What follows belongs to an exercise in optimizing a design on an open flow for small area, a short achievable clock period and few clock cycles per item; a production flow would make more cautious choices.
The RTL was checked by simulation tests, not by an equivalence proof against the original design.
Power and IR drop assume default switching activity.

==> flow/design.v <==
module s8b_encoder (
    input  wire        clk,
    input  wire        rst,         
    input  wire        in_valid,
    output wire        in_ready,
    input  wire        in_flush,
    input  wire        in_pad,      
    input  wire [59:0] in_data,
    output wire        out_valid,
    input  wire        out_ready,
    output wire [63:0] out_word
);
    localparam NS = 59;             
    function integer cnt_of(input integer j);
        case (j)
            0: cnt_of = 60;  1: cnt_of = 30;  2: cnt_of = 20;  3: cnt_of = 15;
            4: cnt_of = 12;  5: cnt_of = 10;  6: cnt_of = 8;   7: cnt_of = 7;
            8: cnt_of = 6;   9: cnt_of = 5;   10: cnt_of = 4;  11: cnt_of = 3;
            12: cnt_of = 2;  13: cnt_of = 1;  default: cnt_of = 0;
        endcase
    endfunction
    function integer wid_of(input integer j);
        case (j)
            0: wid_of = 1;   1: wid_of = 2;   2: wid_of = 3;   3: wid_of = 4;
            4: wid_of = 5;   5: wid_of = 6;   6: wid_of = 7;   7: wid_of = 8;
            8: wid_of = 10;  9: wid_of = 12;  10: wid_of = 15; 11: wid_of = 20;
            12: wid_of = 30; default: wid_of = 60;
        endcase
    endfunction
    function integer cap_of(input integer i);
        integer jj;
        begin
            cap_of = 0;
            for (jj = 0; jj < 14; jj = jj + 1)
                if (cnt_of(jj) >= i + 2 && wid_of(jj) > cap_of)
                    cap_of = wid_of(jj);
        end
    endfunction
    function [3:0] jc_of(input [6:0] k);
        integer jj;
        begin
            jc_of = 4'd14;
            for (jj = 13; jj >= 0; jj = jj - 1)
                if (cnt_of(jj) <= k)
                    jc_of = jj;
        end
    endfunction
    function [5:0] rem_of(input [5:0] k);
        integer jj;
        reg hit;
        begin
            rem_of = 6'd0;
            hit = 1'b0;
            for (jj = 0; jj < 14; jj = jj + 1)
                if (!hit && cnt_of(jj) <= k) begin
                    hit = 1'b1;
                    rem_of = k - cnt_of(jj);
                end
        end
    endfunction
    function [3:0] cls_of(input [59:0] x);
        integer jj;
        begin
            cls_of = 4'd13;
            for (jj = 12; jj >= 0; jj = jj - 1)
                if ((x >> wid_of(jj)) == 60'd0)
                    cls_of = jj;
        end
    endfunction
    reg        pend, c_flush, c_pad;
    reg [3:0]  c_cls;
    reg [59:0] c_v;
    reg        s_full, s_flush, s_pad;
    reg [3:0]  s_cls;
    reg [59:0] s_v;
    assign in_ready = !s_full;
    wire accept = in_valid && !s_full;
    wire [3:0] in_cls = cls_of(in_data);
    reg [29:0] slot [0:NS-1];       
    reg [5:0]  n;
    reg [3:0]  js;
    reg [63:0] word_r;
    reg        word_valid;
    assign out_valid = word_valid;
    assign out_word  = word_r;
    wire step = pend && (!word_valid || out_ready);
    wire [3:0] jcn   = jc_of({1'b0, n});
    wire [3:0] jcn1  = jc_of({1'b0, n} + 7'd1);
    wire [5:0] rem   = rem_of(n);
    wire       empty = (n == 6'd0);
    wire       case_a = !c_flush && !empty && (c_cls >= jcn);
    wire [3:0] jb     = (js > c_cls) ? js : c_cls;
    wire       emit_b = !c_flush && !case_a && (jb >= jcn1);
    wire       app    = !c_flush && !case_a && !emit_b;
    wire       strict = c_flush && !c_pad && !empty;
    wire       padf   = c_flush && c_pad && !empty;
    wire       shift  = case_a || strict;            
    wire       emit   = shift || emit_b || padf;
    wire [3:0] j      = shift ? jcn : (padf ? js : jb);
    wire       consume = c_flush ? (c_pad || empty || rem == 6'd0) : !case_a;
    reg [5:0]  n_next;
    always @* begin
        if (shift)
            n_next = rem;
        else if (app)
            n_next = n + 6'd1;
        else
            n_next = 6'd0;
    end
    reg [59:0] pay;
    reg [59:0] last;
    integer f, jj, b;
    always @* begin
        pay = 60'd0;
        for (jj = 0; jj < 14; jj = jj + 1) begin
            if (j == jj) begin
                for (f = 0; f < cnt_of(jj); f = f + 1) begin
                    if (f == cnt_of(jj) - 1) begin
                        last = emit_b ? c_v : ((f < NS) ? {30'd0, slot[f]} : 60'd0);
                        for (b = 0; b < wid_of(jj); b = b + 1)
                            pay[f * wid_of(jj) + b] = last[b];
                    end else begin
                        for (b = 0; b < wid_of(jj) && b < cap_of(f); b = b + 1)
                            pay[f * wid_of(jj) + b] = slot[f][b];
                    end
                end
            end
        end
    end
    integer i, k;
    reg [29:0] nxt;
    always @(posedge clk) begin
        if (rst) begin
            pend       <= 1'b0;
            s_full     <= 1'b0;
            n          <= 6'd0;
            js         <= 4'd0;
            word_valid <= 1'b0;
            for (i = 0; i < NS; i = i + 1)
                slot[i] <= 30'd0;
        end else begin
            if (!pend || (step && consume)) begin
                if (s_full) begin
                    pend    <= 1'b1;
                    c_v     <= s_v;
                    c_cls   <= s_cls;
                    c_flush <= s_flush;
                    c_pad   <= s_pad;
                    s_full  <= 1'b0;
                end else begin
                    pend    <= accept;
                    c_v     <= in_data;
                    c_cls   <= in_cls;
                    c_flush <= in_flush;
                    c_pad   <= in_pad;
                end
            end else if (accept) begin
                s_full  <= 1'b1;
                s_v     <= in_data;
                s_cls   <= in_cls;
                s_flush <= in_flush;
                s_pad   <= in_pad;
            end
            if (word_valid && out_ready)
                word_valid <= 1'b0;
            if (step) begin
                n  <= n_next;
                js <= (n_next == 6'd0) ? 4'd0 : j;
                if (emit) begin
                    word_r     <= {j + 4'd2, pay};
                    word_valid <= 1'b1;
                end
                for (i = 0; i < NS; i = i + 1) begin
                    if (emit_b || padf)
                        slot[i] <= 30'd0;
                    else if (shift) begin
                        nxt = 30'd0;
                        for (k = 1; k < 7; k = k + 1)
                            if (jcn == k && i < cnt_of(k - 1) - cnt_of(k) - 1)
                                for (b = 0; b < wid_of(k - 1); b = b + 1)
                                    nxt[b] = slot[i + cnt_of(k)][b];
                        slot[i] <= nxt;
                    end else if (app && n == i)
                        slot[i] <= c_v[29:0] & ((30'd1 << cap_of(i)) - 30'd1);
                end
            end
        end
    end
endmodule
==> flow/run.sh <==
#!/bin/bash
# synth_recipe.tcl (not shown) runs the flow's synth.tcl, then flattens the netlist and writes it again
# the make line also repeats each setting of config.mk as NAME=value (left out here)
make -C /OpenROAD-flow-scripts/flow DESIGN_CONFIG=/design/flow/config.mk WORK_HOME=/design/flow/orfs CLKGATE_MAP_FILE= SYNTH_SCRIPT=/design/flow/synth_recipe.tcl finish
==> flow/config.mk <==
export PLATFORM = sky130hd
export DESIGN_NAME = s8b_encoder
export DESIGN_NICKNAME = s8b_encoder
export VERILOG_FILES = /design/flow/design.v
export SDC_FILE = /design/flow/constraint.sdc
export NUM_CORES = 4
export LEC_CHECK = 0
export CAP_MARGIN = 40
export CORE_MARGIN = 2
export CORE_UTILIZATION = 30
export SLEW_MARGIN = 40
==> flow/constraint.sdc <==
create_clock -name core_clock -period 8.0 [get_ports {clk}]
set_input_delay 1.6000 -clock core_clock [delete_from_list [all_inputs] [get_ports {clk}]]
set_output_delay 1.6000 -clock core_clock [all_outputs]
set_load 0.01 [all_outputs]
==> results_dict.tcl <==
set metrics [dict create \
    worstSetupPathType "flop to flop" \
    finalNonFillerCells 4378 \
    place_hpwl_mm 106 \
    track_usage_pct 31.1 \
    ctsHtreeMaxLevel 2 \
    synth_mux_area_share_pct 6.46 \
    drc 0 \
    ant_nets 0 \
    synthSimpleGateAreaFrac_pct 19.1 \
    synth_top_cells_by_count "407 x nand2_1, 363 x a21oi_1, 286 x nor2_1" \
    ios 132 \
    grt_overflow_total 0 \
    synth-main-ff-cell "dfxtp_1" \
    synth-xor-area-share_pct 0.536 \
    tns_ns 0 \
    grt_max_degree 95 \
    clock_sinks 410 \
    clkLatencyLatePin_ns 0.64 \
    port_buffers 131 \
    required_ns 8.33 \
    cp-startpoint "n[3]" \
    synth-compound-area-share_pct 27.9 \
    synth_top_area_cell "edfxtp_1" \
    hp-class "flop to flop" \
    finalSetupViolCount 0 \
    worst_slew_pin_slew_ns 0.985 \
    fin_skew_ns 0.0585 \
    path_cells "inv_1 > ha_1 > a21boi_0 > o21ai_2 > a21oi_1 > nor4_1 > inv_1 > ha_1 > nand2b_1 > a2111oi_4 > o31ai_1 > nand2_2 > mux2_4 > inv_6 > buf_12 > nand3_1 > buf_4 > o21ai_0 > a21oi_1" \
    cts_tree "yes" \
    worstPathArrival_ns 7.87 \
    cellPowerDensity_nw_per_um2 400 \
    hold_buffers 0 \
    drv_slew 0 \
    max_stage_delay_ns 0.70 \
    root_buffer "clkbuf_16" \
    wl_mm 144 \
    fmax_ghz 0.133 \
    syn_avg_cell_area_um2 8.34 \
    critPathMaxFanout 36 \
    yosysSeqAreaShare_pct 38.9 \
    vias 28725 \
    nFillCells 8854 \
    synth-edff-count 196 \
    endpoint "word_r[19]" \
    die-width_um 299 \
    fin_nets 3287 \
    vdd_drop_max_mv 0.266 \
    cts_setup_buffers 0 \
    p_total_mw 12.3 \
    antenna_found_initial 3 \
    design_area_um2 30700 \
    startpoint_type "flop" \
    die_area_um2 89600 \
    slew_headroom_pct 34.1 \
    clockBufferDepth 3 \
    finalHoldViolCount 0 \
    ctsResizeCount 0 \
    gp_congestion 1.08 \
    ys_warn_count 2 \
    start_util_pct 30.2 \
    dp.cells 4293 \
    fp-row-count 108 \
    rsz0062_at_grt "no" \
    areaGrowthSynthToFinish_pct 17.4 \
    r2r-end "word_r[19]" \
    core_um2 86600 \
    status "timing/DRC/antenna clean" \
    synth.top_cells.by_area "edfxtp_1 23%, dfxtp_1 16%, a21oi_1 6.9%" \
    grt_pass1_wl_mm 204 \
    cp_num_buf_inv 5 \
    synth_top_area_share_pct 22.5 \
    timing.rr.start "n[3]" \
    grt_pass1_vias 26450 \
    wire_per_inst_um 33.0 \
    cp.depth 19 \
    synth_fa_ha_area_share_pct 1.66 \
    ys_async_sr_fraction_pct 0 \
    utilization_pct 35.5 \
    die_y_um 299 \
    synthesis.area_um2 26200 \
    cts_buffers 47 \
    netlist_instances 3135 \
    crit_family "compound AO/OA/AOI/OAI gates" \
    ff2ff_setup_slack_ns 0.47 \
    placed_area_um2 29100 \
    drive_gt1_share_pct 12.9 \
    leakage_nw 10.2 \
    first_pass_iters 8 \
    ys_seq_elements 410 \
    setup.worst_path.end_class "flop" \
    clkSlewWorstSetupHoldPaths_ns 0.06 \
    fin_crit_sh_pct 94.2 \
    drt_iter0_drc 4830 \
    viasPerCell 6.56 \
    drv_cap 0 \
    r2r_cells 19 \
    layout_min_cycle_time_ns 7.53 \
    ys_types 105 \
    cp_slowest_cell "ha_1" \
    yosysMostFrequentCell "nand2_1" \
    synth_top_family_by_area "compound AO/OA/AOI/OAI gates" \
    syn_nets 3235 \
]
-- logic make-up after synthesis --
| logic type | after synthesis |
|---|---|
| AND/OR/NAND/NOR | 1090 |
| adder cells (fa/ha/maj) | 35 |
| AO/OA/AOI/OAI | 1108 |
| flip-flops | 410 |
| buffers and inverters | 322 |
| XOR/XNOR | 16 |
| multiplexers | 154 |
-- layout by cell type, fill, tap and decap left out, types with 50 or more instances in the layout --
cell type        instances
nor2_1                 283
nor3_1                  68
edfxtp_1               196
mux2i_1                 62
a21oi_1                363
mux2_2                  88
buf_4                  146
a22oi_1                 72
nand2_1                406
clkdlybuf4s50_1        130
dfxtp_1                210
nand3_1                159
a211oi_1                50
o21ai_0                179
o22ai_1                 58
-- per-stage QoR --
| step | hold slack, ns | setup WS [ns] |
|---|---|---|
| detailed placement | 0.465 | 0.848 |
| finish | 0.475 | 0.468 |
| global route | 0.499 | 0.165 |
| CTS | 0.473 | 0.870 |
| floorplan | 0.448 | 0.0835 |
| global placement | 0.456 | 0.672 |
-- worst min path at each step --
stage / start / to / slack (ns) / depth (start not counted)
floorplan: slot[0][18] / slot[0][18] / 0.45 / 2
global placement: slot[0][6] / slot[0][6] / 0.46 / 2
detailed placement: slot[0][6] / slot[0][6] / 0.46 / 2
CTS: slot[0][6] / slot[0][6] / 0.47 / 2
global route: slot[0][9] / slot[0][9] / 0.50 / 2
finish: slot[0][6] / slot[0][6] / 0.48 / 2
-- final cells by class --
cell class	count	area (um^2)	area share, %
multi-input cells	2403	14700	47.8
repair buffers	295	2730	8.88
well taps	1155	1450	4.70
clock inverters	27	284	0.925
clock buffers	57	1280	4.16
inverters	30	119	0.387
diodes	1	2.50	0.00815
flip-flops and latches	410	10200	33.1
-- routing by layer --
layer / vias to the layer above / routed length, um / GRT usage (%)
li1: 11990 / - / -
met1: 14007 / 57900 / 42.8
met2: 2224 / 60200 / 45.5
met3: 498 / 17800 / 7.60
met4: 6 / 8500 / 14.8
met5: - / 34 / 0
-- registers in the layout (all words and copies together) (netlist names), 4 cells and up --
signal / count
slot: 201
word_r: 64
c_v: 60
s_v: 60
n: 6
c_cls: 4
js: 4
s_cls: 4
-- power by group --
group          switching, mW  internal, mW  leakage, nW
Clock                  0.962          1.25        0.782
Combinational           4.96          2.14         5.82
Sequential             0.441          2.55         3.55
-- tightest hold or removal path, cell delays in order (launching register included) --
cell and delay (ns):
dfxtp_1 0.31, nand3_1 0.06, a21oi_1 0.06
Testbench counts, summed over its fixed seeds: cycles 26,120, items 25,283.

==> port drivers added, routing unchanged <==
The flow's constraints put no driver on any port. The routed layout listed below was extracted and timed again, unchanged, in two steps. Step 1 (the two cells are an assumption about what drives the block):
set clk [get_ports {clk}]
set_driving_cell -lib_cell sky130_fd_sc_hd__clkbuf_16 $clk
set_driving_cell -lib_cell sky130_fd_sc_hd__buf_2 [delete_from_list [all_inputs] $clk]
Step 2 times the ports against the registers' clock, not the clock port: input delays grow and output delays shrink by t, the midpoint of the rising clock arrivals with the driver on. Slacks: ideal / step 1 / step 2; pairs: ideal / step 1.
shift t [ns]: 0.679
slack for setup (ns): 0.468 / 0.468 / 0.468
worst setup path at the end: register to register
latest minus earliest clock arrival (ns): 0.058 / 0.058
pins driven straight from the clock port: 1
After both steps this run still meets setup and hold. For this run, drivers alone change the setup slack by 0.000 ns; drivers and shift together by 0.000 ns.
